From an optimization exercise on the open Yosys and OpenROAD flow, aimed at small area, a short achievable clock period and few clock cycles; shortcuts taken in it are not production practice.
Function was checked by simulation only, so behaviour that the tests miss may differ from the original.

<file path="flow/constraint.sdc">
create_clock -name core_clock -period 20.0 [get_ports {clk}]
set_input_delay 4.0000 -clock core_clock [delete_from_list [all_inputs] [get_ports {clk}]]
set_output_delay 4.0000 -clock core_clock [all_outputs]
set_load 0.01 [all_outputs]
</file>
<file path="flow/flow/io.tcl">
# All ports on the left edge, so that the bus logic sits next to them.
set_io_pin_constraint -region left:* -pin_names {clk rst bus_wr bus_rd bus_err out_valid out_ready out_last irq bus_addr[0] bus_addr[1] bus_addr[2] bus_addr[3] bus_addr[4] bus_addr[5] bus_addr[6] bus_addr[7] bus_wdata[0] bus_wdata[1] bus_wdata[2] bus_wdata[3] bus_wdata[4] bus_wdata[5] bus_wdata[6] bus_wdata[7] bus_wdata[8] bus_wdata[9] bus_wdata[10] bus_wdata[11] bus_wdata[12] bus_wdata[13] bus_wdata[14] bus_wdata[15] bus_wdata[16] bus_wdata[17] bus_wdata[18] bus_wdata[19] bus_wdata[20] bus_wdata[21] bus_wdata[22] bus_wdata[23] bus_wdata[24] bus_wdata[25] bus_wdata[26] bus_wdata[27] bus_wdata[28] bus_wdata[29] bus_wdata[30] bus_wdata[31] bus_rdata[0] bus_rdata[1] bus_rdata[2] bus_rdata[3] bus_rdata[4] bus_rdata[5] bus_rdata[6] bus_rdata[7] bus_rdata[8] bus_rdata[9] bus_rdata[10] bus_rdata[11] bus_rdata[12] bus_rdata[13] bus_rdata[14] bus_rdata[15] bus_rdata[16] bus_rdata[17] bus_rdata[18] bus_rdata[19] bus_rdata[20] bus_rdata[21] bus_rdata[22] bus_rdata[23] bus_rdata[24] bus_rdata[25] bus_rdata[26] bus_rdata[27] bus_rdata[28] bus_rdata[29] bus_rdata[30] bus_rdata[31] out_data[0] out_data[1] out_data[2] out_data[3] out_data[4] out_data[5] out_data[6] out_data[7] out_data[8] out_data[9] out_data[10] out_data[11] out_data[12] out_data[13] out_data[14] out_data[15]}
</file>
<file path="flow/config.mk">
export PLATFORM = sky130hd
export DESIGN_NAME = hce
export DESIGN_NICKNAME = hce
export VERILOG_FILES = /design/flow/design.v
export SDC_FILE = /design/flow/constraint.sdc
export NUM_CORES = 4
export LEC_CHECK = 0
export ABC_AREA = 1
export CAP_MARGIN = 20
export CORE_MARGIN = 2
export CORE_UTILIZATION = 55
export PLACE_DENSITY = 0.7
export SLEW_MARGIN = 20
export SYNTH_MEMORY_MAX_BITS = 16384
</file>
<file path="flow/design.v">
module hce_sin_quarter (
    input  wire [6:0]  a,
    output reg  [14:0] q
);
    always @(*) begin
        case (a)
            7'd0: q = 15'd0;
            7'd1: q = 15'd804;
            7'd2: q = 15'd1608;
            7'd3: q = 15'd2410;
            7'd4: q = 15'd3212;
            7'd5: q = 15'd4011;
            7'd6: q = 15'd4808;
            7'd7: q = 15'd5602;
            7'd8: q = 15'd6393;
            7'd9: q = 15'd7179;
            7'd10: q = 15'd7962;
            7'd11: q = 15'd8739;
            7'd12: q = 15'd9512;
            7'd13: q = 15'd10278;
            7'd14: q = 15'd11039;
            7'd15: q = 15'd11793;
            7'd16: q = 15'd12539;
            7'd17: q = 15'd13279;
            7'd18: q = 15'd14010;
            7'd19: q = 15'd14732;
            7'd20: q = 15'd15446;
            7'd21: q = 15'd16151;
            7'd22: q = 15'd16846;
            7'd23: q = 15'd17530;
            7'd24: q = 15'd18204;
            7'd25: q = 15'd18868;
            7'd26: q = 15'd19519;
            7'd27: q = 15'd20159;
            7'd28: q = 15'd20787;
            7'd29: q = 15'd21403;
            7'd30: q = 15'd22005;
            7'd31: q = 15'd22594;
            7'd32: q = 15'd23170;
            7'd33: q = 15'd23731;
            7'd34: q = 15'd24279;
            7'd35: q = 15'd24811;
            7'd36: q = 15'd25329;
            7'd37: q = 15'd25832;
            7'd38: q = 15'd26319;
            7'd39: q = 15'd26790;
            7'd40: q = 15'd27245;
            7'd41: q = 15'd27683;
            7'd42: q = 15'd28105;
            7'd43: q = 15'd28510;
            7'd44: q = 15'd28898;
            7'd45: q = 15'd29268;
            7'd46: q = 15'd29621;
            7'd47: q = 15'd29956;
            7'd48: q = 15'd30273;
            7'd49: q = 15'd30571;
            7'd50: q = 15'd30852;
            7'd51: q = 15'd31113;
            7'd52: q = 15'd31356;
            7'd53: q = 15'd31580;
            7'd54: q = 15'd31785;
            7'd55: q = 15'd31971;
            7'd56: q = 15'd32137;
            7'd57: q = 15'd32285;
            7'd58: q = 15'd32412;
            7'd59: q = 15'd32521;
            7'd60: q = 15'd32609;
            7'd61: q = 15'd32678;
            7'd62: q = 15'd32728;
            7'd63: q = 15'd32757;
            7'd64: q = 15'd32767;
            7'd65: q = 15'd32757;
            7'd66: q = 15'd32728;
            7'd67: q = 15'd32678;
            7'd68: q = 15'd32609;
            7'd69: q = 15'd32521;
            7'd70: q = 15'd32412;
            7'd71: q = 15'd32285;
            7'd72: q = 15'd32137;
            7'd73: q = 15'd31971;
            7'd74: q = 15'd31785;
            7'd75: q = 15'd31580;
            7'd76: q = 15'd31356;
            7'd77: q = 15'd31113;
            7'd78: q = 15'd30852;
            7'd79: q = 15'd30571;
            7'd80: q = 15'd30273;
            7'd81: q = 15'd29956;
            7'd82: q = 15'd29621;
            7'd83: q = 15'd29268;
            7'd84: q = 15'd28898;
            7'd85: q = 15'd28510;
            7'd86: q = 15'd28105;
            7'd87: q = 15'd27683;
            7'd88: q = 15'd27245;
            7'd89: q = 15'd26790;
            7'd90: q = 15'd26319;
            7'd91: q = 15'd25832;
            7'd92: q = 15'd25329;
            7'd93: q = 15'd24811;
            7'd94: q = 15'd24279;
            7'd95: q = 15'd23731;
            7'd96: q = 15'd23170;
            7'd97: q = 15'd22594;
            7'd98: q = 15'd22005;
            7'd99: q = 15'd21403;
            7'd100: q = 15'd20787;
            7'd101: q = 15'd20159;
            7'd102: q = 15'd19519;
            7'd103: q = 15'd18868;
            7'd104: q = 15'd18204;
            7'd105: q = 15'd17530;
            7'd106: q = 15'd16846;
            7'd107: q = 15'd16151;
            7'd108: q = 15'd15446;
            7'd109: q = 15'd14732;
            7'd110: q = 15'd14010;
            7'd111: q = 15'd13279;
            7'd112: q = 15'd12539;
            7'd113: q = 15'd11793;
            7'd114: q = 15'd11039;
            7'd115: q = 15'd10278;
            7'd116: q = 15'd9512;
            7'd117: q = 15'd8739;
            7'd118: q = 15'd7962;
            7'd119: q = 15'd7179;
            7'd120: q = 15'd6393;
            7'd121: q = 15'd5602;
            7'd122: q = 15'd4808;
            7'd123: q = 15'd4011;
            7'd124: q = 15'd3212;
            7'd125: q = 15'd2410;
            7'd126: q = 15'd1608;
            7'd127: q = 15'd804;
            default: q = 15'd0;
        endcase
    end
endmodule
module hce_sinq (
    input  wire [1:0]  cls,      
    input  wire [4:0]  i,
    input  wire [3:0]  fc4,
    output wire [14:0] mag,
    output wire        neg,
    output reg  [3:0]  wk
);
    reg [7:0] p0;                
    reg [5:0] pq;                
    reg [3:0] fn;                
    always @(*) begin
        case (i)
            5'd0: p0 = 8'd225;
            5'd1: p0 = 8'd196;
            5'd2: p0 = 8'd169;
            5'd3: p0 = 8'd144;
            5'd4: p0 = 8'd121;
            5'd5: p0 = 8'd100;
            5'd6: p0 = 8'd81;
            5'd7: p0 = 8'd64;
            5'd8: p0 = 8'd49;
            5'd9: p0 = 8'd36;
            5'd10: p0 = 8'd25;
            5'd11: p0 = 8'd16;
            5'd12: p0 = 8'd9;
            5'd13: p0 = 8'd4;
            5'd14: p0 = 8'd1;
            5'd15: p0 = 8'd0;
            5'd16: p0 = 8'd1;
            5'd17: p0 = 8'd4;
            5'd18: p0 = 8'd9;
            5'd19: p0 = 8'd16;
            5'd20: p0 = 8'd25;
            5'd21: p0 = 8'd36;
            5'd22: p0 = 8'd49;
            5'd23: p0 = 8'd64;
            5'd24: p0 = 8'd81;
            5'd25: p0 = 8'd100;
            5'd26: p0 = 8'd121;
            5'd27: p0 = 8'd144;
            5'd28: p0 = 8'd169;
            5'd29: p0 = 8'd196;
            5'd30: p0 = 8'd225;
            5'd31: p0 = 8'd0;
        endcase
        case (i[2:0])
            3'd0: pq = 6'd57;
            3'd1: pq = 6'd52;
            3'd2: pq = 6'd49;
            3'd3: pq = 6'd48;
            3'd4: pq = 6'd49;
            3'd5: pq = 6'd52;
            3'd6: pq = 6'd57;
            3'd7: pq = 6'd0;
        endcase
        case ({fc4, i[3:0]})
            8'd0: fn = 4'd0;
            8'd1: fn = 4'd0;
            8'd2: fn = 4'd0;
            8'd3: fn = 4'd0;
            8'd4: fn = 4'd0;
            8'd5: fn = 4'd0;
            8'd6: fn = 4'd0;
            8'd7: fn = 4'd0;
            8'd8: fn = 4'd0;
            8'd9: fn = 4'd0;
            8'd10: fn = 4'd0;
            8'd11: fn = 4'd0;
            8'd12: fn = 4'd0;
            8'd13: fn = 4'd0;
            8'd14: fn = 4'd0;
            8'd15: fn = 4'd0;
            8'd16: fn = 4'd1;
            8'd17: fn = 4'd2;
            8'd18: fn = 4'd3;
            8'd19: fn = 4'd4;
            8'd20: fn = 4'd5;
            8'd21: fn = 4'd6;
            8'd22: fn = 4'd7;
            8'd23: fn = 4'd8;
            8'd24: fn = 4'd9;
            8'd25: fn = 4'd10;
            8'd26: fn = 4'd11;
            8'd27: fn = 4'd12;
            8'd28: fn = 4'd13;
            8'd29: fn = 4'd14;
            8'd30: fn = 4'd15;
            8'd31: fn = 4'd0;
            8'd32: fn = 4'd2;
            8'd33: fn = 4'd4;
            8'd34: fn = 4'd6;
            8'd35: fn = 4'd8;
            8'd36: fn = 4'd10;
            8'd37: fn = 4'd12;
            8'd38: fn = 4'd14;
            8'd39: fn = 4'd0;
            8'd40: fn = 4'd2;
            8'd41: fn = 4'd4;
            8'd42: fn = 4'd6;
            8'd43: fn = 4'd8;
            8'd44: fn = 4'd10;
            8'd45: fn = 4'd12;
            8'd46: fn = 4'd14;
            8'd47: fn = 4'd0;
            8'd48: fn = 4'd3;
            8'd49: fn = 4'd6;
            8'd50: fn = 4'd9;
            8'd51: fn = 4'd12;
            8'd52: fn = 4'd15;
            8'd53: fn = 4'd2;
            8'd54: fn = 4'd5;
            8'd55: fn = 4'd8;
            8'd56: fn = 4'd11;
            8'd57: fn = 4'd14;
            8'd58: fn = 4'd1;
            8'd59: fn = 4'd4;
            8'd60: fn = 4'd7;
            8'd61: fn = 4'd10;
            8'd62: fn = 4'd13;
            8'd63: fn = 4'd0;
            8'd64: fn = 4'd4;
            8'd65: fn = 4'd8;
            8'd66: fn = 4'd12;
            8'd67: fn = 4'd0;
            8'd68: fn = 4'd4;
            8'd69: fn = 4'd8;
            8'd70: fn = 4'd12;
            8'd71: fn = 4'd0;
            8'd72: fn = 4'd4;
            8'd73: fn = 4'd8;
            8'd74: fn = 4'd12;
            8'd75: fn = 4'd0;
            8'd76: fn = 4'd4;
            8'd77: fn = 4'd8;
            8'd78: fn = 4'd12;
            8'd79: fn = 4'd0;
            8'd80: fn = 4'd5;
            8'd81: fn = 4'd10;
            8'd82: fn = 4'd15;
            8'd83: fn = 4'd4;
            8'd84: fn = 4'd9;
            8'd85: fn = 4'd14;
            8'd86: fn = 4'd3;
            8'd87: fn = 4'd8;
            8'd88: fn = 4'd13;
            8'd89: fn = 4'd2;
            8'd90: fn = 4'd7;
            8'd91: fn = 4'd12;
            8'd92: fn = 4'd1;
            8'd93: fn = 4'd6;
            8'd94: fn = 4'd11;
            8'd95: fn = 4'd0;
            8'd96: fn = 4'd6;
            8'd97: fn = 4'd12;
            8'd98: fn = 4'd2;
            8'd99: fn = 4'd8;
            8'd100: fn = 4'd14;
            8'd101: fn = 4'd4;
            8'd102: fn = 4'd10;
            8'd103: fn = 4'd0;
            8'd104: fn = 4'd6;
            8'd105: fn = 4'd12;
            8'd106: fn = 4'd2;
            8'd107: fn = 4'd8;
            8'd108: fn = 4'd14;
            8'd109: fn = 4'd4;
            8'd110: fn = 4'd10;
            8'd111: fn = 4'd0;
            8'd112: fn = 4'd7;
            8'd113: fn = 4'd14;
            8'd114: fn = 4'd5;
            8'd115: fn = 4'd12;
            8'd116: fn = 4'd3;
            8'd117: fn = 4'd10;
            8'd118: fn = 4'd1;
            8'd119: fn = 4'd8;
            8'd120: fn = 4'd15;
            8'd121: fn = 4'd6;
            8'd122: fn = 4'd13;
            8'd123: fn = 4'd4;
            8'd124: fn = 4'd11;
            8'd125: fn = 4'd2;
            8'd126: fn = 4'd9;
            8'd127: fn = 4'd0;
            8'd128: fn = 4'd8;
            8'd129: fn = 4'd0;
            8'd130: fn = 4'd8;
            8'd131: fn = 4'd0;
            8'd132: fn = 4'd8;
            8'd133: fn = 4'd0;
            8'd134: fn = 4'd8;
            8'd135: fn = 4'd0;
            8'd136: fn = 4'd8;
            8'd137: fn = 4'd0;
            8'd138: fn = 4'd8;
            8'd139: fn = 4'd0;
            8'd140: fn = 4'd8;
            8'd141: fn = 4'd0;
            8'd142: fn = 4'd8;
            8'd143: fn = 4'd0;
            8'd144: fn = 4'd9;
            8'd145: fn = 4'd2;
            8'd146: fn = 4'd11;
            8'd147: fn = 4'd4;
            8'd148: fn = 4'd13;
            8'd149: fn = 4'd6;
            8'd150: fn = 4'd15;
            8'd151: fn = 4'd8;
            8'd152: fn = 4'd1;
            8'd153: fn = 4'd10;
            8'd154: fn = 4'd3;
            8'd155: fn = 4'd12;
            8'd156: fn = 4'd5;
            8'd157: fn = 4'd14;
            8'd158: fn = 4'd7;
            8'd159: fn = 4'd0;
            8'd160: fn = 4'd10;
            8'd161: fn = 4'd4;
            8'd162: fn = 4'd14;
            8'd163: fn = 4'd8;
            8'd164: fn = 4'd2;
            8'd165: fn = 4'd12;
            8'd166: fn = 4'd6;
            8'd167: fn = 4'd0;
            8'd168: fn = 4'd10;
            8'd169: fn = 4'd4;
            8'd170: fn = 4'd14;
            8'd171: fn = 4'd8;
            8'd172: fn = 4'd2;
            8'd173: fn = 4'd12;
            8'd174: fn = 4'd6;
            8'd175: fn = 4'd0;
            8'd176: fn = 4'd11;
            8'd177: fn = 4'd6;
            8'd178: fn = 4'd1;
            8'd179: fn = 4'd12;
            8'd180: fn = 4'd7;
            8'd181: fn = 4'd2;
            8'd182: fn = 4'd13;
            8'd183: fn = 4'd8;
            8'd184: fn = 4'd3;
            8'd185: fn = 4'd14;
            8'd186: fn = 4'd9;
            8'd187: fn = 4'd4;
            8'd188: fn = 4'd15;
            8'd189: fn = 4'd10;
            8'd190: fn = 4'd5;
            8'd191: fn = 4'd0;
            8'd192: fn = 4'd12;
            8'd193: fn = 4'd8;
            8'd194: fn = 4'd4;
            8'd195: fn = 4'd0;
            8'd196: fn = 4'd12;
            8'd197: fn = 4'd8;
            8'd198: fn = 4'd4;
            8'd199: fn = 4'd0;
            8'd200: fn = 4'd12;
            8'd201: fn = 4'd8;
            8'd202: fn = 4'd4;
            8'd203: fn = 4'd0;
            8'd204: fn = 4'd12;
            8'd205: fn = 4'd8;
            8'd206: fn = 4'd4;
            8'd207: fn = 4'd0;
            8'd208: fn = 4'd13;
            8'd209: fn = 4'd10;
            8'd210: fn = 4'd7;
            8'd211: fn = 4'd4;
            8'd212: fn = 4'd1;
            8'd213: fn = 4'd14;
            8'd214: fn = 4'd11;
            8'd215: fn = 4'd8;
            8'd216: fn = 4'd5;
            8'd217: fn = 4'd2;
            8'd218: fn = 4'd15;
            8'd219: fn = 4'd12;
            8'd220: fn = 4'd9;
            8'd221: fn = 4'd6;
            8'd222: fn = 4'd3;
            8'd223: fn = 4'd0;
            8'd224: fn = 4'd14;
            8'd225: fn = 4'd12;
            8'd226: fn = 4'd10;
            8'd227: fn = 4'd8;
            8'd228: fn = 4'd6;
            8'd229: fn = 4'd4;
            8'd230: fn = 4'd2;
            8'd231: fn = 4'd0;
            8'd232: fn = 4'd14;
            8'd233: fn = 4'd12;
            8'd234: fn = 4'd10;
            8'd235: fn = 4'd8;
            8'd236: fn = 4'd6;
            8'd237: fn = 4'd4;
            8'd238: fn = 4'd2;
            8'd239: fn = 4'd0;
            8'd240: fn = 4'd15;
            8'd241: fn = 4'd14;
            8'd242: fn = 4'd13;
            8'd243: fn = 4'd12;
            8'd244: fn = 4'd11;
            8'd245: fn = 4'd10;
            8'd246: fn = 4'd9;
            8'd247: fn = 4'd8;
            8'd248: fn = 4'd7;
            8'd249: fn = 4'd6;
            8'd250: fn = 4'd5;
            8'd251: fn = 4'd4;
            8'd252: fn = 4'd3;
            8'd253: fn = 4'd2;
            8'd254: fn = 4'd1;
            8'd255: fn = 4'd0;
        endcase
    end
    wire [7:0] ps  = {p0[7:4] + fn, p0[3:0]};
    wire [5:0] pb  = {(cls == 2'd1 ? -pq : pq) + {fn, 2'b00}};
    wire [7:0] ph  = (cls == 2'd0) ? ps : {pb, 2'b00};
    assign neg = ph[7];
    hce_sin_quarter u_tab (.a(ph[6:0]), .q(mag));
    always @(*) begin
        if (cls == 2'd0) begin
            if (i < 5'd8)        wk = {1'b0, i[2:0]};
            else if (i >= 5'd24) wk = {1'b0, ~i[2:0]};
            else                 wk = 4'd8;
        end else begin
            case (i[2:0])
                3'd0, 3'd7: wk = 4'd0;
                3'd1, 3'd6: wk = 4'd4;
                default:    wk = 4'd8;
            endcase
        end
    end
endmodule
module hce_div #(
    parameter NS = 5
) (
    input  wire [16:0] d,
    input  wire [16:0] r_in,
    input  wire [14:0] z_in,
    output reg  [16:0] r_out,
    output reg  [14:0] z_out
);
    reg [17:0] sh;
    reg [18:0] t;
    integer s;
    always @(*) begin
        r_out = r_in;
        z_out = z_in;
        for (s = 0; s < NS; s = s + 1) begin
            sh    = {r_out, z_out[14]};
            t     = {1'b0, sh} - {2'b00, d};
            r_out = t[18] ? sh[16:0] : t[16:0];
            z_out = {z_out[13:0], ~t[18]};
        end
    end
endmodule
module hce_wmul_ctl (
    input  wire [3:0]  wk,
    input  wire        neg,
    output reg  [27:0] sel,
    output reg  [5:0]  inv,
    output reg  [2:0]  nn
);
    always @(*) begin
        sel = 28'd0;
        inv = 6'd0;
        nn  = 3'd0;
        case (wk)
            4'd1: begin
                sel[0] = 1'b1;
                inv[0] = neg ^ 1'b0;
                sel[7] = 1'b1;
                inv[1] = neg ^ 1'b0;
                sel[12] = 1'b1;
                inv[2] = neg ^ 1'b1;
                sel[17] = 1'b1;
                inv[3] = neg ^ 1'b1;
                nn = neg ? 3'd2 : 3'd2;
            end
            4'd2: begin
                sel[1] = 1'b1;
                inv[0] = neg ^ 1'b0;
                sel[8] = 1'b1;
                inv[1] = neg ^ 1'b0;
                sel[14] = 1'b1;
                inv[2] = neg ^ 1'b1;
                sel[20] = 1'b1;
                inv[3] = neg ^ 1'b1;
                sel[23] = 1'b1;
                inv[4] = neg ^ 1'b1;
                sel[26] = 1'b1;
                inv[5] = neg ^ 1'b0;
                nn = neg ? 3'd3 : 3'd3;
            end
            4'd3: begin
                sel[2] = 1'b1;
                inv[0] = neg ^ 1'b0;
                sel[9] = 1'b1;
                inv[1] = neg ^ 1'b0;
                sel[13] = 1'b1;
                inv[2] = neg ^ 1'b1;
                sel[18] = 1'b1;
                inv[3] = neg ^ 1'b0;
                nn = neg ? 3'd3 : 3'd1;
            end
            4'd4: begin
                sel[3] = 1'b1;
                inv[0] = neg ^ 1'b0;
                sel[5] = 1'b1;
                inv[1] = neg ^ 1'b1;
                nn = neg ? 3'd1 : 3'd1;
            end
            4'd5: begin
                sel[4] = 1'b1;
                inv[0] = neg ^ 1'b0;
                sel[11] = 1'b1;
                inv[1] = neg ^ 1'b1;
                sel[16] = 1'b1;
                inv[2] = neg ^ 1'b1;
                sel[21] = 1'b1;
                inv[3] = neg ^ 1'b0;
                sel[24] = 1'b1;
                inv[4] = neg ^ 1'b1;
                sel[27] = 1'b1;
                inv[5] = neg ^ 1'b0;
                nn = neg ? 3'd3 : 3'd3;
            end
            4'd6: begin
                sel[4] = 1'b1;
                inv[0] = neg ^ 1'b0;
                sel[10] = 1'b1;
                inv[1] = neg ^ 1'b1;
                sel[15] = 1'b1;
                inv[2] = neg ^ 1'b1;
                sel[22] = 1'b1;
                inv[3] = neg ^ 1'b0;
                sel[25] = 1'b1;
                inv[4] = neg ^ 1'b0;
                sel[26] = 1'b1;
                inv[5] = neg ^ 1'b0;
                nn = neg ? 3'd4 : 3'd2;
            end
            4'd7: begin
                sel[4] = 1'b1;
                inv[0] = neg ^ 1'b0;
                sel[8] = 1'b1;
                inv[1] = neg ^ 1'b1;
                sel[14] = 1'b1;
                inv[2] = neg ^ 1'b1;
                sel[19] = 1'b1;
                inv[3] = neg ^ 1'b0;
                nn = neg ? 3'd2 : 3'd2;
            end
            4'd8: begin
                sel[4] = 1'b1;
                inv[0] = neg ^ 1'b0;
                sel[6] = 1'b1;
                inv[1] = neg ^ 1'b1;
                nn = neg ? 3'd1 : 3'd1;
            end
            default: ;
        endcase
    end
endmodule
module hce_wmul (
    input  wire [14:0] mag,
    input  wire [27:0] sel,
    input  wire [5:0]  inv,
    input  wire [2:0]  nn,
    output wire [31:0] sh
);
    wire [31:0] m = {17'd0, mag};
    wire [31:0] r0 = {32{inv[0]}} ^ (({32{sel[0]}} & (m << 11))
                    | ({32{sel[1]}} & (m << 13))
                    | ({32{sel[2]}} & (m << 14))
                    | ({32{sel[3]}} & (m << 15))
                    | ({32{sel[4]}} & (m << 16)));
    wire [31:0] r1 = {32{inv[1]}} ^ (({32{sel[5]}} & (m << 0))
                    | ({32{sel[6]}} & (m << 1))
                    | ({32{sel[7]}} & (m << 9))
                    | ({32{sel[8]}} & (m << 11))
                    | ({32{sel[9]}} & (m << 12))
                    | ({32{sel[10]}} & (m << 13))
                    | ({32{sel[11]}} & (m << 14)));
    wire [31:0] r2 = {32{inv[2]}} ^ (({32{sel[12]}} & (m << 6))
                    | ({32{sel[13]}} & (m << 8))
                    | ({32{sel[14]}} & (m << 9))
                    | ({32{sel[15]}} & (m << 11))
                    | ({32{sel[16]}} & (m << 12)));
    wire [31:0] r3 = {32{inv[3]}} ^ (({32{sel[17]}} & (m << 1))
                    | ({32{sel[18]}} & (m << 2))
                    | ({32{sel[19]}} & (m << 6))
                    | ({32{sel[20]}} & (m << 7))
                    | ({32{sel[21]}} & (m << 8))
                    | ({32{sel[22]}} & (m << 9)));
    wire [31:0] r4 = {32{inv[4]}} ^ (({32{sel[23]}} & (m << 2))
                    | ({32{sel[24]}} & (m << 3))
                    | ({32{sel[25]}} & (m << 7)));
    wire [31:0] r5 = {32{inv[5]}} ^ (({32{sel[26]}} & (m << 0))
                    | ({32{sel[27]}} & (m << 1)));
    assign sh = r0 + r1 + r2 + r3 + r4 + r5 + {29'd0, nn};
endmodule
module hce_ymul (
    input  wire [30:0] x,
    input  wire [3:0]  wk,
    output wire [46:0] y
);
    wire [27:0] sel;
    wire [5:0]  inv;
    wire [2:0]  nn;
    hce_wmul_ctl u_ctl (.wk(wk), .neg(1'b0), .sel(sel), .inv(inv), .nn(nn));
    wire [46:0] m = {16'd0, x};
    wire [46:0] r0 = {47{inv[0]}} ^ (({47{sel[0]}} & (m << 11))
                    | ({47{sel[1]}} & (m << 13))
                    | ({47{sel[2]}} & (m << 14))
                    | ({47{sel[3]}} & (m << 15))
                    | ({47{sel[4]}} & (m << 16)));
    wire [46:0] r1 = {47{inv[1]}} ^ (({47{sel[5]}} & (m << 0))
                    | ({47{sel[6]}} & (m << 1))
                    | ({47{sel[7]}} & (m << 9))
                    | ({47{sel[8]}} & (m << 11))
                    | ({47{sel[9]}} & (m << 12))
                    | ({47{sel[10]}} & (m << 13))
                    | ({47{sel[11]}} & (m << 14)));
    wire [46:0] r2 = {47{inv[2]}} ^ (({47{sel[12]}} & (m << 6))
                    | ({47{sel[13]}} & (m << 8))
                    | ({47{sel[14]}} & (m << 9))
                    | ({47{sel[15]}} & (m << 11))
                    | ({47{sel[16]}} & (m << 12)));
    wire [46:0] r3 = {47{inv[3]}} ^ (({47{sel[17]}} & (m << 1))
                    | ({47{sel[18]}} & (m << 2))
                    | ({47{sel[19]}} & (m << 6))
                    | ({47{sel[20]}} & (m << 7))
                    | ({47{sel[21]}} & (m << 8))
                    | ({47{sel[22]}} & (m << 9)));
    wire [46:0] r4 = {47{inv[4]}} ^ (({47{sel[23]}} & (m << 2))
                    | ({47{sel[24]}} & (m << 3))
                    | ({47{sel[25]}} & (m << 7)));
    wire [46:0] r5 = {47{inv[5]}} ^ (({47{sel[26]}} & (m << 0))
                    | ({47{sel[27]}} & (m << 1)));
    assign y = r0 + r1 + r2 + r3 + r4 + r5 + {44'd0, nn};
endmodule
module hce (
    input  wire        clk,
    input  wire        rst,
    input  wire        bus_wr,
    input  wire        bus_rd,
    input  wire [7:0]  bus_addr,
    input  wire [31:0] bus_wdata,
    output reg  [31:0] bus_rdata,
    output wire        bus_err,
    output wire        out_valid,
    input  wire        out_ready,
    output wire [15:0] out_data,
    output wire        out_last,
    output wire        irq
);
    localparam [2:0] S_IDLE = 3'd0, S_BUSY = 3'd1, S_STREAM = 3'd2, S_DONE = 3'd3, S_ERROR = 3'd4;
    localparam [3:0] OP_ENCODE = 4'd1, OP_SYNTH = 4'd2, OP_START = 4'd3, OP_ABORT = 4'd4,
                     OP_CLEAR = 4'd5;
    reg [2:0]  state;
    reg [1:0]  lastcmd;
    reg        code_valid, wave_valid, rej, aborted;
    reg [1:0]  err_lo;             
    reg        err_1x, err_2x;
    reg [1:0]  errcmd;
    reg [1:0]  ien;
    reg [31:0] mode, fc, interval, duration, volume, waddr;
    reg [19:0] msg;
    reg [19:0] msg_l;              
    reg [3:0]  fc4;                
    reg [18:0] nrep;
    reg [31:0] nsamp, pos;
    reg [26:0] gap;                
    function [26:0] ham20;
        input [19:0] d;
        reg [24:0] c;
        integer p, k, i;
        begin
            k = 0;
            c = 25'd0;
            for (p = 1; p <= 25; p = p + 1) begin
                if (p != 1 && p != 2 && p != 4 && p != 8 && p != 16) begin
                    c[p-1] = d[k];
                    k = k + 1;
                end
            end
            for (i = 0; i < 5; i = i + 1) begin
                for (p = 1; p <= 25; p = p + 1) begin
                    if (((p >> i) & 1) == 1 && p != (1 << i))
                        c[(1 << i) - 1] = c[(1 << i) - 1] ^ c[p-1];
                end
            end
            ham20 = {c[0] ^ c[8] ^ c[16] ^ c[24],
                     c[0] ^ c[4] ^ c[8] ^ c[12] ^ c[16] ^ c[20] ^ c[24],
                     c};
        end
    endfunction
    wire [26:0] code_l = ham20(msg_l);
    function [1:0] kcode;
        input [1:0] cls;
        input [2:0] f;
        begin
            if (cls == 2'd0 || f[0] == 1'b0)             kcode = 2'd0;
            else if (f[1] != f[2])                       kcode = 2'd1;      
            else if ((f[2] == 1'b1) == (cls == 2'd1))    kcode = 2'd2;
            else                                         kcode = 2'd3;
        end
    endfunction
    function [16:0] k2;                        
        input [1:0] kc;
        begin
            case (kc)
                2'd0:    k2 = 17'd131068;
                2'd1:    k2 = 17'd125424;
                2'd2:    k2 = 17'd121092;
                default: k2 = 17'd61784;
            endcase
        end
    endfunction
    function [31:0] peakv;
        input [1:0] kc;
        begin
            case (kc)
                2'd0:    peakv = 32'd2147352578;
                2'd1:    peakv = 32'd2054884104;
                2'd2:    peakv = 32'd1983910782;
                default: peakv = 32'd1012238164;
            endcase
        end
    endfunction
    function [15:0] wval;
        input [3:0] wk;
        begin
            case (wk)
                4'd0: wval = 16'd0;
                4'd1: wval = 16'd2494;
                4'd2: wval = 16'd9597;
                4'd3: wval = 16'd20228;
                4'd4: wval = 16'd32767;
                4'd5: wval = 16'd45306;
                4'd6: wval = 16'd55937;
                4'd7: wval = 16'd63040;
                default: wval = 16'd65534;
            endcase
        end
    endfunction
    assign bus_err = (bus_wr || bus_rd) && ((bus_addr[1:0] != 2'b00) || (bus_addr > 8'h54));
    wire   wr_ok   = bus_wr && !bus_err;
    wire        waddr_wr = wr_ok && (bus_addr[6:2] == 5'h11);
    wire [31:0] wa_src   = bus_wr ? bus_wdata : waddr;
    reg         wd_stale;
    wire        sin_wd   = bus_wr || wd_stale;
    reg  [1:0]  i0_cls;
    reg  [4:0]  i0_i;
    wire [1:0]  wb_cls   = (bus_wdata[5] == 1'b0) ? 2'd0 : (bus_wdata[3] == 1'b0 ? 2'd1 : 2'd2);
    wire [4:0]  wb_i     = bus_wdata[5] ? {2'b00, bus_wdata[2:0]} : bus_wdata[4:0];
    wire [1:0]  wr_cls   = (waddr[5] == 1'b0) ? 2'd0 : (waddr[3] == 1'b0 ? 2'd1 : 2'd2);
    wire [4:0]  wr_i     = waddr[5] ? {2'b00, waddr[2:0]} : waddr[4:0];
    wire [1:0]  alt_cls  = wd_stale ? wr_cls : i0_cls;
    wire [4:0]  alt_i    = wd_stale ? wr_i : i0_i;
    wire [14:0] wa_mag;
    wire        wa_neg;
    wire [3:0]  wa_wk;
    hce_sinq u_sin (.cls(bus_wr ? wb_cls : alt_cls), .i(bus_wr ? wb_i : alt_i), .fc4(fc4),
                    .mag(wa_mag), .neg(wa_neg), .wk(wa_wk));
    wire [27:0] wa_sel;
    wire [5:0]  wa_inv;
    wire [2:0]  wa_nn;
    hce_wmul_ctl u_wctl (.wk(wa_wk), .neg(wa_neg), .sel(wa_sel), .inv(wa_inv), .nn(wa_nn));
    wire        wd_en    = waddr_wr || (wd_stale && !bus_wr);
    wire        wd_ready = !wd_stale || wd_en;
    reg  [14:0] wd_mag;
    reg  [27:0] wd_sel;
    reg  [5:0]  wd_inv;
    reg  [2:0]  wd_nn;
    reg         wd_ok;
    always @(posedge clk) begin
        if (wd_en) begin
            wd_mag <= wa_mag;
            wd_sel <= wa_sel;
            wd_inv <= wa_inv;
            wd_nn  <= wa_nn;
            wd_ok  <= (wa_src[31:6] == 26'd0) && (wa_src[5:4] != 2'b11);
        end
    end
    wire [31:0] wd_sh;
    hce_wmul u_wmul (.mag(wd_mag), .sel(wd_sel), .inv(wd_inv), .nn(wd_nn), .sh(wd_sh));
    wire [31:0] wdata   = (wave_valid && wd_ok) ? wd_sh : 32'd0;
    wire [31:0] pk_low  = wave_valid ? peakv(kcode(2'd1, fc4[2:0])) : 32'd0;
    wire [31:0] pk_high = wave_valid ? peakv(kcode(2'd2, fc4[2:0])) : 32'd0;
    wire [31:0] pk_sync = wave_valid ? 32'd2147352578 : 32'd0;
    reg  [7:0]  jj;                
    reg         in_gap;
    reg  [26:0] gcnt;              
    reg         t_v;               
    reg  [14:0] t_q;
    reg         t_neg;
    wire        silent   = in_gap || (jj[7:3] == 5'd0);
    assign out_valid     = (state == S_STREAM) && (silent || t_v);
    assign out_data      = silent ? 16'd0 : (t_neg ? -{1'b0, t_q} : {1'b0, t_q});
    wire [31:0] pos_inc  = pos + 32'd1;
    assign out_last      = (pos_inc == nsamp);
    wire        emit     = out_valid && out_ready;
    wire        consume  = emit && !silent;
    assign irq = (ien[0] && state == S_DONE) || (ien[1] && state == S_ERROR);
    reg         run;               
    reg  [7:0]  ic;                
    wire        adv = !t_v || consume;
    wire [1:0]  n_cls = (ic < 8'd32) ? 2'd0 : (code_l[ic[7:3] - 5'd4] ? 2'd2 : 2'd1);
    wire [4:0]  n_i   = (ic < 8'd32) ? ic[4:0] : {2'b00, ic[2:0]};
    reg         i0_v, s1_v, s2_v, s3_v, s4_v, d1_v, d2_v, d3_v, d4_v;
    reg  [1:0]  i0_kc, s1_kc, s2_kc, s3_kc, s4_kc, d1_kc, d2_kc, d3_kc, d4_kc;
    reg         s1_neg, s2_neg, s3_neg, s4_neg, d1_neg, d2_neg, d3_neg, d4_neg;
    reg  [14:0] s1_mag;
    reg  [3:0]  s1_wk, s2_wk;
    reg  [30:0] s2_x;
    reg  [46:0] s3_y;
    reg  [31:0] s4_z;
    reg  [16:0] d1_r, d2_r, d3_r, d4_r;
    reg  [14:0] d1_z, d2_z, d3_z, d4_z;
    wire [46:0] s2_y;
    hce_ymul u_ymul (.x(s2_x), .wk(s2_wk), .y(s2_y));
    wire [47:0] y    = {s3_y, 1'b0};
    wire [32:0] zs   = {1'b0, y[47:16]} + {17'd0, y[15:0]};
    wire [17:0] zt   = {1'b0, zs[32:16]} + {2'b00, zs[15:0]};
    wire [1:0]  zc   = (zt >= 18'd131070) ? 2'd2 : (zt >= 18'd65535) ? 2'd1 : 2'd0;
    wire [16:0] s3_k2 = k2(s3_kc);
    wire [31:0] z    = y[47:16] + {15'd0, zs[32:16]} + {30'd0, zc} + {16'd0, s3_k2[16:1]};
    wire [16:0] dv1_r, dv2_r, dv3_r, dv4_r, dv5_r;
    wire [14:0] dv1_z, dv2_z, dv3_z, dv4_z, dv5_z;
    hce_div #(.NS(3)) u_d1 (.d(k2(s4_kc)), .r_in(s4_z[31:15]), .z_in(s4_z[14:0]), .r_out(dv1_r), .z_out(dv1_z));
    hce_div #(.NS(3)) u_d2 (.d(k2(d1_kc)), .r_in(d1_r), .z_in(d1_z), .r_out(dv2_r), .z_out(dv2_z));
    hce_div #(.NS(3)) u_d3 (.d(k2(d2_kc)), .r_in(d2_r), .z_in(d2_z), .r_out(dv3_r), .z_out(dv3_z));
    hce_div #(.NS(3)) u_d4 (.d(k2(d3_kc)), .r_in(d3_r), .z_in(d3_z), .r_out(dv4_r), .z_out(dv4_z));
    hce_div #(.NS(3)) u_d5 (.d(k2(d4_kc)), .r_in(d4_r), .z_in(d4_z), .r_out(dv5_r), .z_out(dv5_z));
    always @(posedge clk) begin
        if (adv && !sin_wd) begin
            i0_cls <= n_cls;
            i0_i   <= n_i;
            i0_kc  <= kcode(n_cls, fc4[2:0]);
        end
        if (adv) begin
            s1_mag <= wa_mag;
            s1_neg <= wa_neg;
            s1_wk  <= wa_wk;
            s1_kc  <= i0_kc;
            s2_x   <= volume[15:0] * s1_mag;
            s2_neg <= s1_neg;
            s2_wk  <= s1_wk;
            s2_kc  <= s1_kc;
            s3_y   <= s2_y;
            s3_neg <= s2_neg;
            s3_kc  <= s2_kc;
            s4_z   <= z;
            s4_neg <= s3_neg;
            s4_kc  <= s3_kc;
            d1_r   <= dv1_r;
            d1_z   <= dv1_z;
            d1_neg <= s4_neg;
            d1_kc  <= s4_kc;
            d2_r   <= dv2_r;
            d2_z   <= dv2_z;
            d2_neg <= d1_neg;
            d2_kc  <= d1_kc;
            d3_r   <= dv3_r;
            d3_z   <= dv3_z;
            d3_neg <= d2_neg;
            d3_kc  <= d2_kc;
            d4_r   <= dv4_r;
            d4_z   <= dv4_z;
            d4_neg <= d3_neg;
            d4_kc  <= d3_kc;
            t_q    <= dv5_z;
            t_neg  <= d4_neg;
        end
    end
    reg  [1:0]  b_mode;            
    reg         g_ok;              
    reg         nrep_req;          
    reg  [1:0]  bm;                
    reg         gok_n, nreq_n;
    reg         b_up;
    reg  [32:0] b_a;
    reg  [32:0] b_d;
    reg  [4:0]  b_k;
    reg  [1:0]  b_op;              
    wire [33:0] b_sub  = b_up ? {b_d, 1'b0} : {1'b0, b_d};
    wire [34:0] b_t    = {2'b00, b_a} - {1'b0, b_sub};
    wire        b_fit  = !b_t[34];
    wire [31:0] per    = 32'd256 + {5'd0, gap};
    wire        busy   = (state == S_BUSY);
    reg [31:0] rd_other;
    always @(*) bus_rdata = (bus_addr[6:2] == 5'h12) ? wdata : rd_other;
    always @(*) begin
        case (bus_addr[6:2])
            5'h01:   rd_other = {20'd0, 2'b00, lastcmd, aborted, rej, wave_valid, code_valid, 1'b0, state};
            5'h02:   rd_other = {20'd0, 2'b00, errcmd, 2'b00, err_2x, err_1x, 2'b00, err_lo};
            5'h03:   rd_other = {30'd0, ien};
            5'h04:   rd_other = mode;
            5'h05:   rd_other = {12'd0, msg};
            5'h06:   rd_other = fc;
            5'h07:   rd_other = interval;
            5'h08:   rd_other = duration;
            5'h09:   rd_other = volume;
            5'h0A:   rd_other = code_valid ? {5'd0, code_l} : 32'd0;
            5'h0B:   rd_other = busy ? 32'd0 : {13'd0, nrep};
            5'h0C:   rd_other = busy ? 32'd0 : nsamp;
            5'h0D:   rd_other = pos;
            5'h0E:   rd_other = pk_sync;
            5'h0F:   rd_other = pk_low;
            5'h10:   rd_other = pk_high;
            5'h11:   rd_other = waddr;
            5'h13:   rd_other = 32'd16;
            5'h14:   rd_other = 32'd4;
            5'h15:   rd_other = 32'd8;
            default: rd_other = 32'd0;
        endcase
    end
    reg [2:0] st;
    reg [3:0] op;
    reg       clr_res;
    always @(posedge clk) begin
        if (rst) begin
            state      <= S_IDLE;
            lastcmd    <= 2'd0;
            code_valid <= 1'b0;
            wave_valid <= 1'b0;
            rej        <= 1'b0;
            aborted    <= 1'b0;
            err_lo     <= 2'd0;
            err_1x     <= 1'b0;
            err_2x     <= 1'b0;
            errcmd     <= 2'd0;
            ien        <= 2'd0;
            mode       <= 32'd0;
            msg        <= 20'd0;
            fc         <= 32'd19500;
            interval   <= 32'd500;
            duration   <= 32'd30000;
            volume     <= 32'd52428;
            waddr      <= 32'd0;
            nrep       <= 19'd0;
            nsamp      <= 32'd0;
            pos        <= 32'd0;
            run        <= 1'b0;
            wd_stale   <= 1'b1;
            b_mode     <= 2'd0;
            g_ok       <= 1'b1;
            nrep_req   <= 1'b0;
            gap        <= 27'd8;               
            t_v        <= 1'b0;
            i0_v       <= 1'b0;
            s1_v       <= 1'b0;
            s2_v       <= 1'b0;
            s3_v       <= 1'b0;
            s4_v       <= 1'b0;
            d1_v       <= 1'b0;
            d2_v       <= 1'b0;
            d3_v       <= 1'b0;
            d4_v       <= 1'b0;
        end else begin
            st = state;
            clr_res = 1'b0;
            if (wd_en) wd_stale <= 1'b0;
            if (adv) begin
                if (!sin_wd) i0_v <= run;
                s1_v <= i0_v && !sin_wd;
                s2_v <= s1_v;
                s3_v <= s2_v;
                s4_v <= s3_v;
                d1_v <= s4_v;
                d2_v <= d1_v;
                d3_v <= d2_v;
                d4_v <= d3_v;
                t_v  <= d4_v;
                if (run && !sin_wd) ic <= (ic == 8'd247) ? 8'd0 : ic + 8'd1;
            end
            bm     = b_mode;
            gok_n  = g_ok;
            nreq_n = nrep_req;
            if (b_mode != 2'd0 && !(b_mode == 2'd2 && !b_up && b_k == 5'd0 && !wd_ready)) begin
                if (b_up) begin
                    if (b_fit) begin
                        b_d <= {b_d[31:0], 1'b0};
                        b_k <= b_k + 5'd1;
                    end else begin
                        b_up <= 1'b0;
                    end
                end else begin
                    if (b_fit) b_a <= b_t[32:0];
                    b_d <= {1'b0, b_d[32:1]};
                    b_k <= b_k - 5'd1;
                    if (b_mode == 2'd1) begin
                        gap <= {gap[25:0], b_fit};
                    end else begin
                        nrep  <= {nrep[17:0], b_fit};
                        nsamp <= {nsamp[30:0], 1'b0} + ((b_fit && b_k < 5'd18) ? per : 32'd0);
                    end
                    if (b_k == 5'd0) begin
                        bm = 2'd0;
                        if (b_mode == 2'd1) begin
                            gok_n = 1'b1;
                        end else if (nrep[17:0] == 18'd0 && !b_fit) begin
                            err_2x <= 1'b1;
                            err_lo <= 2'd3;
                            errcmd <= lastcmd;
                            run    <= 1'b0;
                            st = S_ERROR;
                        end else begin
                            code_valid <= 1'b1;
                            wave_valid <= 1'b1;
                            pos        <= 32'd0;
                            jj         <= 8'd0;
                            in_gap     <= 1'b0;
                            st = S_STREAM;
                        end
                    end
                end
            end
            if (bm == 2'd0 && gok_n && nreq_n) begin
                bm     = 2'd2;
                nreq_n = 1'b0;
                b_up   <= 1'b1;
                b_a    <= {1'b0, duration};
                b_d    <= {1'b0, interval} + 33'd16000;
                b_k    <= 5'd0;
            end
            case (state)
            S_BUSY: begin
                if (b_op == 2'd1) begin
                    code_valid <= 1'b1;
                    st = S_DONE;
                end else if (b_op == 2'd2) begin
                    if (wd_ready) begin
                        wave_valid <= 1'b1;
                        st = S_DONE;
                    end
                end
            end
            S_STREAM: begin
                if (emit) begin
                    pos <= pos_inc;
                    if (in_gap) begin
                        if (gcnt == 27'd1) begin
                            in_gap <= 1'b0;
                            jj     <= 8'd0;
                        end else begin
                            gcnt <= gcnt - 27'd1;
                        end
                    end else begin
                        jj <= jj + 8'd1;
                        if (jj == 8'd255 && gap != 27'd0) begin
                            in_gap <= 1'b1;
                            gcnt   <= gap;
                        end
                    end
                    if (out_last) begin
                        run <= 1'b0;
                        st = S_DONE;
                    end
                end
            end
            default: ;
            endcase
            if (wr_ok) begin
                case (bus_addr[6:2])
                5'h00: begin
                    op = bus_wdata[3:0];
                    if (bus_wdata[31:4] != 28'd0 || op > OP_CLEAR) begin
                        rej <= 1'b1;
                    end else if (op == OP_ENCODE || op == OP_SYNTH || op == OP_START) begin
                        if (st == S_IDLE || st == S_DONE) begin
                            clr_res    = 1'b1;
                            aborted    <= 1'b0;
                            lastcmd    <= op[1:0];
                            msg_l      <= msg;
                            fc4        <= fc[3:0];
                            wd_stale   <= 1'b1;
                            if (mode != 32'd0) begin
                                err_1x <= 1'b1;
                                err_2x <= 1'b0;
                                err_lo <= 2'd2;
                                errcmd <= op[1:0];
                                st = S_ERROR;
                            end else if (op == OP_START && volume[31:16] != 16'd0) begin
                                err_1x <= 1'b1;
                                err_2x <= 1'b0;
                                err_lo <= 2'd1;
                                errcmd <= op[1:0];
                                st = S_ERROR;
                            end else begin
                                b_op   <= op[1:0];
                                if (op == OP_START) begin
                                    if (bm == 2'd0 && gok_n) begin
                                        bm   = 2'd2;
                                        b_up <= 1'b1;
                                        b_a  <= {1'b0, duration};
                                        b_d  <= {1'b0, interval} + 33'd16000;
                                        b_k  <= 5'd0;
                                    end else begin
                                        nreq_n = 1'b1;
                                    end
                                    run  <= 1'b1;
                                    ic   <= 8'd0;
                                    t_v  <= 1'b0;
                                    i0_v <= 1'b0;
                                    s1_v <= 1'b0;
                                    s2_v <= 1'b0;
                                    s3_v <= 1'b0;
                                    s4_v <= 1'b0;
                                    d1_v <= 1'b0;
                                    d2_v <= 1'b0;
                                    d3_v <= 1'b0;
                                    d4_v <= 1'b0;
                                end
                                st = S_BUSY;
                            end
                        end else begin
                            rej <= 1'b1;
                        end
                    end else if (op == OP_ABORT) begin
                        if (st == S_BUSY || st == S_STREAM) begin
                            aborted <= 1'b1;
                            clr_res = 1'b1;
                            run     <= 1'b0;
                            nreq_n  = 1'b0;
                            if (bm == 2'd2) bm = 2'd0;
                            st = S_IDLE;
                        end
                    end else if (op == OP_CLEAR) begin
                        if (st == S_BUSY || st == S_STREAM) begin
                            rej <= 1'b1;
                        end else begin
                            err_lo  <= 2'd0;
                            err_1x  <= 1'b0;
                            err_2x  <= 1'b0;
                            errcmd  <= 2'd0;
                            rej     <= 1'b0;
                            aborted <= 1'b0;
                            st = S_IDLE;
                        end
                    end
                end
                5'h03: ien   <= bus_wdata[1:0];
                5'h11: waddr <= bus_wdata;
                5'h04, 5'h05, 5'h06, 5'h07, 5'h08, 5'h09: begin
                    if (st == S_BUSY || st == S_STREAM) begin
                        rej <= 1'b1;
                    end else begin
                        case (bus_addr[6:2])
                        5'h04: mode     <= bus_wdata;
                        5'h05: msg      <= bus_wdata[19:0];
                        5'h06: fc       <= bus_wdata;
                        5'h07: begin
                            interval <= bus_wdata;
                            bm    = 2'd1;
                            gok_n = 1'b0;
                            b_up  <= 1'b1;
                            b_a   <= {bus_wdata, 1'b0};
                            b_d   <= 33'd125;
                            b_k   <= 5'd0;
                            gap   <= 27'd0;
                        end
                        5'h08: duration <= bus_wdata;
                        default: volume <= bus_wdata;
                        endcase
                    end
                end
                default: ;
                endcase
            end
            if (clr_res) begin
                code_valid <= 1'b0;
                wave_valid <= 1'b0;
                nrep       <= 19'd0;
                nsamp      <= 32'd0;
                pos        <= 32'd0;
            end
            b_mode   <= bm;
            g_ok     <= gok_n;
            nrep_req <= nreq_n;
            state    <= st;
        end
    end
endmodule
</file>
<file path="flow/standard.sh">
#!/bin/bash
# synth_recipe.tcl (not shown) runs the flow's synth.tcl, then flattens the netlist and writes it again
# the make line also repeats each setting of config.mk as NAME=value (left out here)
make -C /OpenROAD-flow-scripts/flow DESIGN_CONFIG=/design/flow/config.mk WORK_HOME=/design/flow/orfs CLKGATE_MAP_FILE= SYNTH_SCRIPT=/design/flow/synth_recipe.tcl "${@:-finish}"
</file>
<file path="flow/flow/run.sh">
#!/bin/bash
# Own layout flow: the standard ORFS flow (standard.sh, unchanged synthesis), with
# - the timing repair asked to aim 10.5 ns below the 20 ns clock (SETUP_SLACK_MARGIN=10.5) so
#   that it also shortens paths that already meet the clock;
set -euo pipefail
bash standard.sh SETUP_SLACK_MARGIN=10.5 IO_CONSTRAINTS="$PWD/flow/io.tcl" finish > flow_make.log 2>&1
</file>
==> results.txt <==
## Yosys cell counts, drive strengths merged (27+ instances only)
library cell  instances
o21ai               891
fa                  487
o221ai               27
nand3               481
xnor2               160
or2                  39
clkbuf              326
nor3                170
xor2                441
nor4                 82
a21oi               827
dfxtp               355
o211ai              133
a31oi                62
nand3b               31
nor2               1029
clkinv               27
nand4               125
o21a                 45
o22ai               126
edfxtp              478
a211oi               54
o2111ai              39
ha                  591
nand2              2387
a221oi               54
inv                1859
buf                  85
## worst reg2reg max path, delay by kind of cell, from the launching register on
kind	cells	cell delay [ns]
AOI/OAI and AO/OA	11	2.36
adders and majority gates	4	1.59
buffers and inverters	4	0.79
DFF	1	0.42
and+or+nand+nor	23	3.33
## final timing paths
| check | to | slack, ns | cells after the start |
|---|---|---|---|
| min reg2reg | t_q[3]$_DFFE_PN_ | 0.41 | 0 |
| max reg2reg | d1_r[10]$_DFFE_PN_ | 11.27 | 42 |
| max | bus_rdata[25] | 9.42 | 28 |
| min | t_q[3]$_DFFE_PN_ | 0.41 | 0 |
## metrics by stage
step           cells  hold WS (ns)  area, um2
3_5_place_dp   13422         0.405      88000
2_1_floorplan  11579         0.400      85400
4_1_cts        13776         0.415      94700
3_3_place_gp   13422         0.402      88000
6_report       13814         0.414      95600
5_1_grt        13801         0.421      95600
## metal layers
| metal | share of wire [%] | track usage [%] | wire length [um] | vias up |
|---|---|---|---|---|
| met5 | 0.15 | 0 | 529 | - |
| met3 | 13 | 15.0 | 48000 | 1333 |
| met4 | 6.9 | 24.7 | 24900 | 50 |
| met1 | 38 | 57.0 | 137000 | 41099 |
| met2 | 42 | 66.6 | 152000 | 5660 |
| li1 | - | - | - | 38415 |
## state kept, by name, summed over array words and instances (netlist names), 17 cells and up
name / cells
volume: 32
b_a: 33
nsamp: 32
s3_y: 47
msg_l: 20
fc: 32
gcnt: 27
msg: 20
mode: 32
pos: 32
d4_r: 17
nrep: 19
gap: 27
duration: 32
d3_r: 17
d1_r: 17
d2_r: 17
s2_x: 31
waddr: 32
interval: 32
s4_z: 30
b_d: 33
## cell type report
cell class / count / area share [%]
clock inverters: 62 / 0.818
flip-flops and latches: 833 / 22.4
inverters: 1886 / 7.58
well taps: 2044 / 2.67
repair inverters: 1 / 0.00916
diodes: 14 / 0.0366
clock buffers: 123 / 2.79
repair buffers: 402 / 4.01
multi-input cells: 8449 / 59.6
## cell families after synthesis
group / after synthesis
simple gates: 4360
compound gates: 2396
mux: 14
fa+ha+maj: 1078
buf+inv: 2297
xor+xnor: 601
flops: 833
## repair_timing
item                                    4_1_cts  5_1_grt
endpoints found under the setup margin       36       54
gates resized for setup                     662      161
pin swaps                                   109       97
setup buffers                               165       24
cloned                                        4        0
==> results list <==
* Total setup violations reported at the end of the flow: 0
- Area of the multi-input gates: 57000 um2
- 97 I/O pins were placed.
* Launch point of the worst reg-to-reg path: s4_kc[1]$_DFFE_PN_
- Die footprint: 158000 um2
- The total count of hold-check failures in the final report was 0.
* Compound-Gate Fraction of Synth Area: 16.1%
- Primary FF master, synth: sky130_fd_sc_hd__edfxtp_1
- For this run, the post-layout net count is 12794.
- Required time reported for the critical path endpoint: 16.00 ns
- For this design, the CTS-stage hold fixing added 0 buffers.
* Kind of path behind the tightest hold check: reg -> reg
- The worst setup path is launched from a flip-flop.
- Routed WL per cell: 26.2 um
* Slew margin rel.: 6.40%
- After technology mapping, the gate count stands at 11579.
* Routability congestion estimate from global placement: 1.06
- Layout overhead on the synthesized area: 12.0%
* Number of global-route vias before repair: 83142
- Synth async-reset ratio: 0%
- Initial DRC Count: 11793
* Net count of the mapped netlist: 12702
- Synth area leader: sky130_fd_sc_hd__edfxtp_1
- In this run the cell area of the synthesized design comes to 85300 um2.
- Count of maximum capacitance violations: 0
* Outcome: no timing/DRC/antenna violations
- Dpl hpwl: 279000 um
- In the routed design, unresolved DRC markers number 0.
- Total GRT Usage: 44.7%
- Post-synthesis area per instance: 7.37 um2
- Number of detailed-route iterations in the first pass: 8
* Count of port buffers added during placement: 96
- For this block, the via count after detailed routing is 86557.
* Maximum level of the CTS H-tree: 3
* Count of synthesis-stage warnings from yosys: 5
- TritonCTS built the clock tree.
- Data arrival time of the worst path: 6.58 ns
* Number of nets with antenna violations after detailed routing: 0
* Setup Total Neg Slack: 0 ns
- Setup repair after global routing could not meet its margin everywhere.
- For the pin with the worst max-slew slack, the measured transition is 1.40 ns.
* Cell variety after synth: 79
* Post-synthesis adder-cell area fraction: 20.1%
* Aggregate routed wire length: 362000 um
- CTS root buffer: sky130_fd_sc_hd__clkbuf_16
* Multiplexer area fraction after synthesis: 0.167%
- Among all stages on the critical path, the largest delay is contributed by sky130_fd_sc_hd__fa_2.
- Summing the areas of all xor and xnor instances in the mapped netlist gives 6.17% of the synthesized area.
- Skew-Pair Late Insertion Delay: 0.77 ns
- Detail-routed via count per cell: 6.27
* Placement Rows: 144
- CORE AREA: 154000 um2
- Max Clk Rate: 94.5 MHz
* Synthesis-stage register bit count: 833
- The initial antenna violation count is 43.
- Counting I/O delays and the setup requirement, the final critical path takes 10.58 ns.
- Before CTS, the worst setup slack after placement is 7.32 ns.
- The clock arrives with 0.0840 ns of skew.
* Number of buffers inserted during clock tree synthesis: 98
- Fraction of the cycle the final worst path needs: 52.9%
* Floorplan die height: 398 um
* Final core utilization: 62.1%
* Maximum clock insertion buffer count: 3
* Sequential area share after synthesis: 25.1%
* Basic-gate share of the synthesized area counting and, or, nand and nor cells: 21.9%
- Critical-path maximum fanout: 6
* Post-layout worst setup margin: 9.42 ns
- For this run, the slowest stage of the critical path takes 0.62 ns.
- Most area-consuming cells after synthesis: sky130_fd_sc_hd__edfxtp_1, sky130_fd_sc_hd__fa_1, sky130_fd_sc_hd__nand2_1
- Entering global routing, the biggest net connects 179 pins.
- Leaving out fill and tap cells, the most frequent cells in the layout are sky130_fd_sc_hd__nand2_1, sky130_fd_sc_hd__inv_1, sky130_fd_sc_hd__nor2_1, sky130_fd_sc_hd__o21ai_0, sky130_fd_sc_hd__a21oi_1.
- # fillers: 13451
- The library cell used most frequently in the layout, excluding fill and tap cells, is sky130_fd_sc_hd__nand2_1.
- STA classifies the critical path endpoint as a primary output.
- First-pass GRT wire length: 529000 um
- For this configuration, the core starts out at a cell density of 55.4%.
* Final number of max-transition violations: 0
* Number of enable-type register cells in the synthesized netlist: 478
- Family with the most delay on the worst path: adder cells
- Start point of the worst hold path: d4_z[0]$_DFFE_PN_
- Measured along the x axis, the die boundary spans 398 um.
- Counting every sink on the clock net gives 833.
- Start point of the critical path: wd_mag[0]$_DFFE_PP_
- Global-route congestion overflow total: 0
- Layout cells sized above 1: 9.20%
- Combined flip-flop and latch cell area: 21500 um2
- Main combinational cell family by area after synthesis: simple AND/OR/NAND/NOR gates
- Area share of the largest cell type after synthesis: 16.8%
- After clock tree synthesis, the clock-pin slew on the worst setup and hold paths is 0.06 ns.
- Crit Path Class: reg -> out
* Buffers plus inverters on the worst setup path: 7
- Counting stages on the worst path, the most repeated cell is sky130_fd_sc_hd__inv_2.
Testbench counts, summed over its fixed seeds: cycles 12,067.

==> afterwards: timing with drivers on the ports <==
In the flow no input, the clock included, has a driving cell. The finished layout below was timed again as built, in two steps.
Step 1 assumes that a clkbuf_16 drives the clock port and a buf_2 every other input.
Step 2 adds t to the input delays and takes it off the output delays; t is the mean of the earliest and latest rising clock arrival at the registers after step 1. Input paths then give back, and output paths get back, about the clock's delay inside the block.
a / b / c = ideal / step 1 / step 2; a / b = the first two.
shift t [ns]: 0.826
setup WS [ns]: 9.416 / 9.325 / 9.788
worst data-port slew with drivers (ns): 0.11
After both steps setup and hold are still met in this run. The setup slack of this run moves by -0.091 ns with the drivers and by +0.372 ns with both steps.
